What follows belongs to an exercise in optimizing a design on an open flow for small area; a production flow would make more cautious choices.
Only simulation tests tie the RTL to the original design; equivalence was not proved.
Power figures rest on the tool's default switching activity, not on a simulated workload. The flow treats the clock pin as an ideal source, which a real chip does not have.

==> flow/design.v (excerpt) <==
module itcs_softled (
  input             clk,
  input             rst,
  input             cmd_valid,
  input      [7:0]  cmd_op,
  input      [7:0]  cmd_ch,
  input      [15:0] cmd_a,
  input             cmd_f0,
  output reg        rsp_valid,
  output reg        rsp_result,
  output reg        rsp_err,
  output            frame_start,
  output     [7:0]  led_out
);
==> flow/config.mk <==
export PLATFORM = sky130hd
export DESIGN_NAME = itcs_softled
export DESIGN_NICKNAME = itcs_softled
export VERILOG_FILES = /design/flow/design.v
export SDC_FILE = /design/flow/constraint.sdc
export NUM_CORES = 4
export LEC_CHECK = 0
export CAP_MARGIN = 20
export CORE_MARGIN = 2
export CORE_UTILIZATION = 60
export PLACE_DENSITY = 0.75
export SLEW_MARGIN = 20
==> flow/constraint.sdc <==
create_clock -name core_clock -period 30.0 [get_ports {clk}]
set_input_delay 6.0000 -clock core_clock [delete_from_list [all_inputs] [get_ports {clk}]]
set_output_delay 6.0000 -clock core_clock [all_outputs]
set_load 0.01 [all_outputs]
standard.sh (not shown) runs the stock make flow with config.mk's settings and CLKGATE_MAP_FILE= SYNTH_SCRIPT=/design/flow/synth_recipe.tcl, a recipe that flattens the netlist after the stock synthesis.
==> flow/flow/run.sh <==
#!/bin/bash
export CTS_ARGS="-sink_clustering_enable -repair_clock_nets -dont_use_dummy_load -sink_clustering_size 26 -sink_clustering_max_diameter 100 -buf_list sky130_fd_sc_hd__clkbuf_16"
export BUFFER_PORTS_ARGS="-buffer_cell sky130_fd_sc_hd__buf_1"
bash standard.sh > standard.log 2>&1
The starting point produced a clean layout.
==> next run, changes <==
--- a/flow/config.mk
+++ b/flow/config.mk
@@ -11 +10,0 @@
-export PLACE_DENSITY = 0.75
After rerunning:
- clock power decreases by about 1%
- setup slack gets worse by 0.039 ns
- area after synthesis stays the same
- clock-buffer cell count does not change
- wire length stays flat
==> next run, changes <==
==> flow/flow/run.sh (replaced) <==
#!/bin/bash
export CTS_ARGS="-sink_clustering_enable -repair_clock_nets -dont_use_dummy_load -sink_clustering_size 28 -sink_clustering_max_diameter 60 -buf_list sky130_fd_sc_hd__clkbuf_16"
export BUFFER_PORTS_ARGS="-buffer_cell sky130_fd_sc_hd__buf_1"
bash standard.sh > standard.log 2>&1
The changed run finished clean.
Utilization climbs by 0.65 points.
Die area stays the same.
Clock power climbs by 15%.
Combinational power barely changes.
Design area climbs by 1.0%.
Final cell count climbs by 0.38%.

---

== alpha ==
itcs_softled, a different RTL version from the one above (not shown whole).
Size in the first run: about 600 flip-flops, roughly 48 I/O pins, roughly 0.018 sq mm of cells after synthesis.
==> flow/config.mk <==
export PLATFORM = sky130hd
export DESIGN_NAME = itcs_softled
export DESIGN_NICKNAME = itcs_softled
export VERILOG_FILES = /design/flow/design.v
export SDC_FILE = /design/flow/constraint.sdc
export NUM_CORES = 4
export LEC_CHECK = 0
export CAP_MARGIN = 20
export CORE_MARGIN = 2
export CORE_UTILIZATION = 60
export PLACE_DENSITY = 0.75
export SLEW_MARGIN = 20
==> flow/constraint.sdc <==
create_clock -name core_clock -period 30.0 [get_ports {clk}]
set_input_delay 6.0000 -clock core_clock [delete_from_list [all_inputs] [get_ports {clk}]]
set_output_delay 6.0000 -clock core_clock [all_outputs]
set_load 0.01 [all_outputs]
==> flow/flow/run.sh <==
#!/bin/bash
export CTS_ARGS="-sink_clustering_enable -repair_clock_nets -dont_use_dummy_load -sink_clustering_size 32 -sink_clustering_max_diameter 100 -buf_list sky130_fd_sc_hd__clkbuf_16"
export BUFFER_PORTS_ARGS="-buffer_cell sky130_fd_sc_hd__buf_1"
bash standard.sh > standard.log 2>&1
The inputs of beta differ from those of alpha as listed below.
==> flow/flow/run.sh <==
#!/bin/bash
export CTS_ARGS="-sink_clustering_enable -repair_clock_nets -dont_use_dummy_load -sink_clustering_size 30 -sink_clustering_max_diameter 100 -buf_list sky130_fd_sc_hd__clkbuf_16"
export BUFFER_PORTS_ARGS="-buffer_cell sky130_fd_sc_hd__buf_1"
bash standard.sh > standard.log 2>&1
## What came out
- On area of the die, alpha tracks beta almost exactly.
- Tightest slew margin relative to the limit was lower in alpha than in beta.
- Maximum vdd drop was higher in beta than in alpha.
- [diff] wire length, beta relative to alpha: regression
- beta against alpha: final area neither gained nor lost much; clock buffer count in the final layout now larger; via count ~0 delta; cell depth of the worst setup path has remained practically unchanged.
- Summary of beta over alpha: final setup slack of the worst path saw a decrease, sequential share of layout area saw little to no change.

---

orange:
itcs_softled, a different RTL version from the one above (not shown whole).
For scale: about 610 flip-flops.
==> flow/design.v (excerpt) <==
module itcs_softled (
  input             clk,
  input             rst,
  input             cmd_valid,
  input      [7:0]  cmd_op,
  input      [7:0]  cmd_ch,
  input      [15:0] cmd_a,
  input             cmd_f0,
  output reg        rsp_valid,
  output reg        rsp_result,
  output reg        rsp_err,
  output            frame_start,
  output     [7:0]  led_out
);
  localparam [2:0] ST_NA  = 3'd0, ST_OFF = 3'd1, ST_ON  = 3'd2, ST_ACT = 3'd3,
                   ST_UPL = 3'd4, ST_UPC = 3'd5, ST_DNL = 3'd6, ST_DNC = 3'd7;
  localparam [2:0] PC_NONE = 3'd0, PC_ATT = 3'd1, PC_ON = 3'd2, PC_OFF = 3'd3,
                   PC_TOG = 3'd4, PC_WR = 3'd5, PC_RISE = 3'd6;
  localparam [2:0] E_IDLE = 3'd0, E_EDGE = 3'd1, E_MULA = 3'd2, E_DIVA = 3'd3,
                   E_MULB = 3'd4, E_DIVB = 3'd5;
  reg  [10:0] ph;
  wire        bnd     = (ph == 11'd1999);
  wire        ph_lo8  = (ph[10:3] == 8'd0);     
  wire        ph_last = (ph[10:3] == 8'd249);   
  wire [2:0]  hl      = ph[2:0];                
  assign frame_start = (ph == 11'd0);
  always @(posedge clk) begin
    if (rst || bnd) ph <= 11'd0;
    else            ph <= ph + 11'd1;
  end
  reg [2:0]  r_st   [0:7];
  reg [6:0]  r_v    [0:7];    
  reg [14:0] r_s    [0:7];    
  reg [14:0] r_m    [0:7];    
  reg [10:0] r_duty [0:7];    
  reg [10:0] r_od   [0:7];    
  wire [2:0]  h_st   = r_st[0];
  wire [6:0]  h_v    = r_v[0];
  wire [14:0] h_s    = r_s[0];
  ...
export LEC_CHECK = 0
export CAP_MARGIN = 20
export CORE_MARGIN = 2
export CORE_UTILIZATION = 60
export PLACE_DENSITY = 0.75
export SLEW_MARGIN = 20
create_clock -name core_clock -period 30.0 [get_ports {clk}]
==> flow/flow/run.sh <==
#!/bin/bash
export CTS_ARGS="-sink_clustering_enable -repair_clock_nets -dont_use_dummy_load -sink_clustering_size 26 -sink_clustering_max_diameter 100 -buf_list sky130_fd_sc_hd__clkbuf_16"
export BUFFER_PORTS_ARGS="-buffer_cell sky130_fd_sc_hd__buf_1"
bash standard.sh > standard.log 2>&1
diff inputs: orange => purple
==> flow/flow/run.sh <==
#!/bin/bash
export CTS_ARGS="-sink_clustering_enable -repair_clock_nets -dont_use_dummy_load -sink_clustering_size 30 -sink_clustering_max_diameter 100 -buf_list sky130_fd_sc_hd__clkbuf_16"
export BUFFER_PORTS_ARGS="-buffer_cell sky130_fd_sc_hd__buf_1"
bash standard.sh > standard.log 2>&1
## What came out
The flow did not stop early for purple: all stages ran, and the layout cleared the timing, DRC and antenna checks.
Delta(post-detailed-routing wire length, purple - orange) < 0
When purple is set beside orange, its routing usage on met1 turns out to be 0.16 points larger.
Between orange and purple, the met3 track utilization from global routing figures differ only marginally.
Filler-free cell count of the finished design: purple vs orange, no meaningful difference
orange and purple ended up with nearly the same synthesized cell count.
orange → purple: via count went down; non-clock buffer contribution to total cell area did not really move; clock buffer count went down; share of power burned in the clock network went down; portion of the post-synthesis area used by sequential elements did not really move.
Delta(setup slack, purple - orange) < 0

---

Another version of the RTL of itcs_softled (not shown whole).
For scale: roughly 1700 cells after synthesis, ~600 flip-flops.
Settings: LEC_CHECK=0, CAP_MARGIN=20, CORE_MARGIN=2, CORE_UTILIZATION=60, SLEW_MARGIN=20; clock period 30.0 ns.
==> flow/flow/run.sh <==
#!/bin/bash
export CTS_ARGS="-sink_clustering_enable -repair_clock_nets -dont_use_dummy_load -sink_clustering_size 26 -sink_clustering_max_diameter 100 -buf_list sky130_fd_sc_hd__clkbuf_16"
export BUFFER_PORTS_ARGS="-buffer_cell sky130_fd_sc_hd__buf_1"
bash standard.sh > standard.log 2>&1
The baseline went through all stages and came out clean.
Next try:
==> flow/flow/run.sh (replaced) <==
#!/bin/bash
export CTS_ARGS="-sink_clustering_enable -repair_clock_nets -dont_use_dummy_load -sink_clustering_size 32 -sink_clustering_max_diameter 100 -buf_list sky130_fd_sc_hd__clkbuf_16"
export BUFFER_PORTS_ARGS="-buffer_cell sky130_fd_sc_hd__buf_1"
bash standard.sh > standard.log 2>&1
PLACE_DENSITY = 0.75   (was unset)
Sequential power hardly moves. Power fell by 2.3%. Routed wire length went down by about 3%. Clock power goes down by about 8%. Register-to-register slack gets better by 120 ps.

## re-timing with driven ports
No port has a modelled driver above. Below, the same layouts with a new extraction and two added sets of constraints.
Step 1 (the two cells are an assumption about what drives the block):
set clk [get_ports {clk}]
set_driving_cell -lib_cell sky130_fd_sc_hd__clkbuf_16 $clk
set_driving_cell -lib_cell sky130_fd_sc_hd__buf_2 [delete_from_list [all_inputs] $clk]
Step 2 times the ports against the registers' clock, not the clock port: input delays grow and output delays shrink by t, the midpoint of the rising clock arrivals with the driver on.
Three values: ideal ports, drivers, drivers and shift; two values: the first two.
run | t, ns | slack for setup (ns) | latest minus earliest clock arrival (ns) | worst slew at a driven data input, ns | cell pins on the clock port's net
the first run of note 1 | 0.611 | 21.595 / 21.624 / 21.013 | 0.043 / 0.043 | 0.06 | 1
the second run of note 1 | 0.603 | 21.556 / 21.590 / 20.987 | 0.040 / 0.040 | 0.04 | 1
the third run of note 1 | 0.569 | 21.480 / 21.513 / 20.945 | 0.049 / 0.049 | 0.04 | 1
alpha | 0.601 | 21.587 / 21.570 / 20.969 | 0.029 / 0.029 | 0.07 | 1
beta | 0.609 | 21.494 / 21.471 / 20.862 | 0.031 / 0.031 | 0.07 | 1
orange | 0.611 | 21.229 / 21.239 / 20.628 | 0.040 / 0.040 | 0.05 | 1
purple | 0.597 | 21.219 / 21.222 / 20.624 | 0.035 / 0.035 | 0.06 | 1
the first run of note 4 | 0.599 | 21.680 / 21.627 / 21.256 | 0.077 / 0.077 | 0.08 | 1
the second run of note 4 | 0.602 | 21.729 / 21.677 / 21.461 | 0.035 / 0.036 | 0.04 | 1
After both steps every run listed still meets setup and hold. For beta, which loses most, drivers alone change the setup slack by -0.023 ns; drivers and shift together by -0.632 ns.
